Background: an optimization exercise with open tools, aiming at small area. Do not read the settings as production practice.
The RTL was checked by simulation tests, not by an equivalence proof against the original design.
Power is estimated from default activity; no workload was simulated.

// pft
module pft (
    input  wire       clk,
    input  wire       rst,           
    input  wire       bus_sel,
    input  wire       bus_we,
    input  wire [8:0] bus_addr,
    input  wire [7:0] bus_wdata,
    output reg  [7:0] bus_rdata,
    output wire       txd,
    input  wire       rxd,
    output wire       irq,
    output wire       ev_dispatch,
    output wire       ev_valid,
    output wire       ev_syncerr
);
clock: 20.0 ns
lec_check: 0
cap_margin: 20
core_margin: 2
core_utilization: 40
gpl_routability_driven: 0
slew_margin: 20
standard.sh (not shown) runs the stock make flow with config.mk's settings and CLKGATE_MAP_FILE= SYNTH_SCRIPT=/design/flow/synth_recipe.tcl, a recipe that flattens the netlist after the stock synthesis.
==> flow/flow/run.sh <==
#!/bin/bash
# Layout flow: the standard flow (standard.sh), with two changes after the
# standard synthesis:
#   - clock tree: clkbuf_8 leaf buffers over clusters of at most 14 sinks,
#     clkbuf_16 for the rest of the tree, and no dummy loads
#   - the placement and timing repair do not use buf_4 (the platform's
#     don't-use list plus buf_4)
# Each step's full output goes to a log file in this folder.
set -euo pipefail
cd "$(dirname "$0")/.."

# the standard synthesis, unchanged
bash standard.sh synth > log_synth.txt 2>&1

export CTS_ARGS="-sink_clustering_enable -repair_clock_nets -sink_clustering_size 14 -sink_clustering_max_diameter 80 -buf_list sky130_fd_sc_hd__clkbuf_16 -sink_clustering_buffer sky130_fd_sc_hd__clkbuf_8 -dont_use_dummy_load"
DU="sky130_fd_sc_hd__probe_p_8 sky130_fd_sc_hd__probec_p_8 sky130_fd_sc_hd__lpflow_bleeder_1 sky130_fd_sc_hd__lpflow_clkbufkapwr_1 sky130_fd_sc_hd__lpflow_clkbufkapwr_16 sky130_fd_sc_hd__lpflow_clkbufkapwr_2 sky130_fd_sc_hd__lpflow_clkbufkapwr_4 sky130_fd_sc_hd__lpflow_clkbufkapwr_8 sky130_fd_sc_hd__lpflow_clkinvkapwr_1 sky130_fd_sc_hd__lpflow_clkinvkapwr_16 sky130_fd_sc_hd__lpflow_clkinvkapwr_2 sky130_fd_sc_hd__lpflow_clkinvkapwr_4 sky130_fd_sc_hd__lpflow_clkinvkapwr_8 sky130_fd_sc_hd__lpflow_decapkapwr_12 sky130_fd_sc_hd__lpflow_decapkapwr_3 sky130_fd_sc_hd__lpflow_decapkapwr_4 sky130_fd_sc_hd__lpflow_decapkapwr_6 sky130_fd_sc_hd__lpflow_decapkapwr_8 sky130_fd_sc_hd__lpflow_inputiso0n_1 sky130_fd_sc_hd__lpflow_inputiso0p_1 sky130_fd_sc_hd__lpflow_inputiso1n_1 sky130_fd_sc_hd__lpflow_inputiso1p_1 sky130_fd_sc_hd__lpflow_inputisolatch_1 sky130_fd_sc_hd__lpflow_isobufsrc_1 sky130_fd_sc_hd__lpflow_isobufsrc_16 sky130_fd_sc_hd__lpflow_isobufsrc_2 sky130_fd_sc_hd__lpflow_isobufsrc_4 sky130_fd_sc_hd__lpflow_isobufsrc_8 sky130_fd_sc_hd__lpflow_isobufsrckapwr_16 sky130_fd_sc_hd__lpflow_lsbuf_lh_hl_isowell_tap_1 sky130_fd_sc_hd__lpflow_lsbuf_lh_hl_isowell_tap_2 sky130_fd_sc_hd__lpflow_lsbuf_lh_hl_isowell_tap_4 sky130_fd_sc_hd__lpflow_lsbuf_lh_isowell_4 sky130_fd_sc_hd__lpflow_lsbuf_lh_isowell_tap_1 sky130_fd_sc_hd__lpflow_lsbuf_lh_isowell_tap_2 sky130_fd_sc_hd__lpflow_lsbuf_lh_isowell_tap_4 sky130_fd_sc_hd__buf_4"
bash standard.sh "DONT_USE_CELLS=$DU" finish > log_layout.txt 2>&1
The first run ended with an error in 5_1_grt with GRT-0116.
Rerun with:
- GPL_ROUTABILITY_DRIVEN: 0 -> not set
Effect: The changed run completed with no timing, DRC or antenna violations. Area after synthesis stays the same. Synthesized cell count is unchanged.

========
Setup of run 1:
Another version of the RTL of pft (not shown whole).
Size in the first run: ~2400 flip-flops, roughly 35 I/O pins, roughly 110000 sq um of cells after synthesis.
clock: 20.0 ns
lec_check: 0
cap_margin: 20
core_margin: 2
core_utilization: 45
slew_margin: 20
Scripts as last shown in full above: flow/flow/run.sh
No crash in run 1: every stage finished, but the layout fails its final checks due to max-slew violations.
Modified inputs, run 2 compared to run 1
Settings: changing CORE_UTILIZATION from 45 to 40.
==> run summary <==
- Run 2 completed every stage of the flow, and the final layout passed the timing, DRC and antenna checks.
- Complete run, failing final checks: run 1, reason max-slew violations.
- Changes observed in run 2 relative to run 1: switching power saw an increase; fraction of area in non-clock buffers saw little to no change; wire length of the first global-routing pass saw an increase.
- Diff run 1 -> run 2: pin count of the biggest net entering global routing has increased; final wirelength moved up; via count down 4.3%; final worst setup slack fell by 21 ps; die area climbed 30000 sq um.
- Comparing arrival time at the worst endpoint for run 2 and run 1, the bigger number came from run 2.
- Run 2 vs. run 1: detailed-route wire length per cell now larger; leakage power of the design now larger.
[inputs] run 3 vs run 2
Settings: CTS_CLUSTER_SIZE newly set to 20; CTS_BUF_LIST newly set to sky130_fd_sc_hd__clkbuf_16; CTS_CLUSTER_DIAMETER newly set to 150.
==> flow/run.sh (new file) <==
#!/bin/bash
# synth_recipe.tcl (not shown) runs the flow's synth.tcl, then flattens the netlist and writes it again
# the make line also repeats each setting of config.mk as NAME=value (left out here)
make -C /OpenROAD-flow-scripts/flow DESIGN_CONFIG=/design/flow/config.mk WORK_HOME=/design/flow/orfs CLKGATE_MAP_FILE= SYNTH_SCRIPT=/design/flow/synth_recipe.tcl finish
removed: flow/flow/run.sh
removed: flow/standard.sh
--- outcome ---
- In summary, run 3 completed successfully, with a layout that passed the timing, DRC and antenna checks.
- Higher combinational power was reported by run 3, not run 2.
- Summary of run 3 over run 2: sequential cell count comparable, worst-case setup margin in the final layout has increased, routed length on met3 +3.1%.
- In run 3, critical path buffer and inverter count is lower than in run 2.
- NOTE count of cells along the worst register-to-register path run 2->run 3 increased by a few percent
- The sequential power on run 3 is in line with that on run 2.
- Against run 2, run 3 comes in 1.1% higher on maximum frequency.
- Changes observed in run 3 relative to run 2: worst slew margin relative to its limit increased 1.2 points; clock period minus worst slack decreased 160 ps.

[afterwards: timing with drivers on the ports]
How much do the figures lean on ideal ports? The routed layouts below were timed once more, with nothing changed but the port constraints.
Step 1: set_driving_cell puts a clkbuf_16 on clk and a buf_2 on each other input, an assumption about the parent block.
Step 2 moves the port delays by t, midway between the first and last clock arrival at a register: inputs arrive t later, outputs are due t later. That takes back most of the time a late clock gives input paths.
Slacks: no drivers / after step 1 / after step 2; pairs: no drivers / after step 1.
run | t (ns) | slack for setup (ns) | worst setup path after step 2
the second run of note 1 | 0.958 | 1.379 / 1.450 / 0.492 | input to register
run 1 | 0.942 | 5.065 / 5.032 / 5.032 | input to output
run 2 | 0.986 | 5.044 / 5.044 / 5.044 | register to register
run 3 | 1.004 | 5.200 / 5.170 / 5.170 | input to output
The setup slack of the second run of note 1, which loses most, moves by +0.071 ns with the drivers and by -0.887 ns with both steps.
